Context: an optimization exercise on an open-source flow, tuned for small area, a short achievable clock period and few clock cycles per item. The choices shown serve that exercise and are no tape-out recipe.
The RTL was checked by simulation tests, not by an equivalence proof against the original design.
Power figures rest on the tool's default switching activity, not on a simulated workload.

## bcu
module bcu (
    input  wire         clk,
    input  wire         rst,             
    input  wire         cmd_valid,
    output wire         cmd_ready,
    input  wire [127:0] cmd,
    output wire         rsp_valid,
    input  wire         rsp_ready,
    output wire [127:0] rsp
);
For scale: roughly 420 flip-flops, roughly 260 I/O pins, ~0.035 sq mm of cells after synthesis.
clock: 12.0 ns
lec_check: 0
abc_area: 1
cap_margin: 30
core_margin: 2
core_utilization: 45
cts_buf_list: sky130_fd_sc_hd__clkbuf_4
setup_slack_margin: 5
slew_margin: 20
tns_end_percent: 0
standard.sh (not shown) runs the stock make flow with config.mk's settings and CLKGATE_MAP_FILE= SYNTH_SCRIPT=/design/flow/synth_recipe.tcl, a recipe that flattens the netlist after the stock synthesis.
==> flow/flow/run.sh <==
#!/bin/bash
# Layout flow: the standard flow (standard.sh), except that
#  - synthesis maps the logic with the ABC script in flow/abc_area.script
#    (an area-oriented mapping) instead of ORFS's; the registers and every
#    other synthesis step are the standard synthesis's;
#  - the port buffers are sky130_fd_sc_hd__buf_1 (ORFS picks a delay cell);
#  - clock tree synthesis adds no dummy loads.
# Each step's full output goes to a log file in this folder (and ORFS's own
# logs under orfs/logs).
set -euo pipefail
here=$(pwd)
rm -rf "$here/cs_scripts"
cp -r "$FLOW_HOME/scripts" "$here/cs_scripts"
cp "$here/flow/abc_area.script" "$here/cs_scripts/abc_area.script"
bash standard.sh SCRIPTS_DIR="$here/cs_scripts" ABC_AREA=1 synth > "$here/synth.log" 2>&1
bash standard.sh "BUFFER_PORTS_ARGS=-buffer_cell sky130_fd_sc_hd__buf_1" SETUP_SLACK_MARGIN=6.5 "CTS_ARGS=-sink_clustering_enable -repair_clock_nets -buf_list sky130_fd_sc_hd__clkbuf_4 -dont_use_dummy_load" finish > "$here/layout.log" 2>&1
==> flow/flow/abc_area.script <==
strash
&get -n
&fraig -x
&put
scorr
dc2
strash
&get -n
&dc2
&synch2
&nf -R 1000
&put
buffer -c
topo
stime -c
upsize -c
dnsize -c
Testbench counts at the start, summed over its fixed seeds: cycles 8,118, commands 8,046.
Edit:
--- a/flow/design.v
+++ b/flow/design.v
@@ -121,44 +121,49 @@
     wire u_rdf  = (o4 == 4'h3);
     wire u_wrf  = (o4 == 4'h4);
     wire u_clr  = (o4 == 4'hA);
     wire u_setp = (o4 == 4'h7);
     reg        t_p, t_l, t_o;            
     reg        t_rd;                     
     reg  [7:0] loff;                     
     reg        loff_v;                   
-    wire unit_ok = (u_dec  & t_p & t_rd) | (u_enc & t_p & ~t_rd) | (u_push & t_l & ~t_rd) |
-                   (u_rdf  & t_o & t_rd & loff_v) | (u_wrf & t_o & ~t_rd & loff_v) |
-                   ~(u_dec | u_enc | u_push | u_rdf | u_wrf);
+    reg ok_dec, ok_enc, ok_push, ok_rdf, ok_wrf;
+    wire unit_ok = ~((u_dec & ~ok_dec) | (u_enc & ~ok_enc) | (u_push & ~ok_push) |
+                     (u_rdf & ~ok_rdf) | (u_wrf & ~ok_wrf));
     assign cmd_ready = (~rv | rsp_ready) & (unit_ok | ~cmd_valid);
     wire   take      = cmd_valid & cmd_ready;
     always @(posedge clk) begin
         if (rst) begin
             t_p    <= 1'b1;
             t_l    <= 1'b0;
             t_o    <= 1'b0;
             t_rd   <= 1'b1;
             loff_v <= 1'b0;
+            ok_dec <= 1'b1; ok_enc <= 1'b0; ok_push <= 1'b0; ok_rdf <= 1'b0; ok_wrf <= 1'b0;
         end else if (cmd_valid & ~unit_ok) begin
             t_p    <= u_dec | u_enc;
             t_l    <= u_push;
             t_o    <= u_rdf | u_wrf;
             t_rd   <= u_dec | u_rdf;
             loff_v <= u_rdf | u_wrf;
+            ok_dec <= u_dec; ok_enc <= u_enc; ok_push <= u_push; ok_rdf <= u_rdf; ok_wrf <= u_wrf;
         end else if (take) begin
             if (u_clr | u_setp) begin
                 t_p  <= 1'b1;
                 t_l  <= 1'b0;
                 t_o  <= 1'b0;
                 t_rd <= u_setp;
+                ok_dec <= u_setp; ok_enc <= ~u_setp; ok_push <= 1'b0;
             end
             loff_v <= 1'b0;
+            ok_rdf <= 1'b0; ok_wrf <= 1'b0;
         end else if (!cmd_valid) begin
             loff_v <= 1'b0;              
+            ok_rdf <= 1'b0; ok_wrf <= 1'b0;
         end
     end
     always @(posedge clk) begin
         if (cmd_valid & ~unit_ok)
             loff <= c_off[7:0];
     end
     function [3:0] rowoh;
         input [4:0] b;
Total power is higher by 0.31%.
Maximum frequency is lower by 2.9%.
Clock skew is about the same.
Synthesized cell count is lower by 0.67%.
Non-clock buffer count is lower by 3.
Routed wire length is higher by 1.0%.
Count of clock-buffer cells in the layout is higher by 4.
Utilization is lower by 0.51 points.
Sequential cell count is higher by 3.
Cell count is lower by 0.32%.
Worst hold slack gets worse by 0.070 ns.
Area after synthesis is about the same.
Via count is lower by 0.48%.
Testbench counts after the change, summed over its fixed seeds: cycles 8,118, commands 8,046.

## re-timing with driven ports
The flow's constraints put no driver on any port. The routed layouts listed below were extracted and timed again, unchanged, in two steps. Step 1 (the two cells are an assumption about what drives the block):
set clk [get_ports {clk}]
set_driving_cell -lib_cell sky130_fd_sc_hd__clkbuf_16 $clk
set_driving_cell -lib_cell sky130_fd_sc_hd__buf_2 [delete_from_list [all_inputs] $clk]
Step 2 moves the port delays by t, midway between the first and last clock arrival at a register: inputs arrive t later, outputs are due t later. That takes back most of the time a late clock gives input paths. a / b / c = no drivers / after step 1 / after step 2; a / b = the first two.
run | shift t [ns] | slack for setup (ns) | slew at the worst register clock pin (ns) | pins driven straight from the clock port
the first run | 0.961 | 5.551 / 5.593 / 4.633 | 0.07 / 0.07 | 1
the second run | 1.019 | 5.360 / 5.360 / 4.363 | 0.09 / 0.09 | 1
After both steps every run listed still meets setup and hold. For the second run, which loses most, drivers alone change the setup slack by 0.000 ns; drivers and shift together by -0.997 ns.
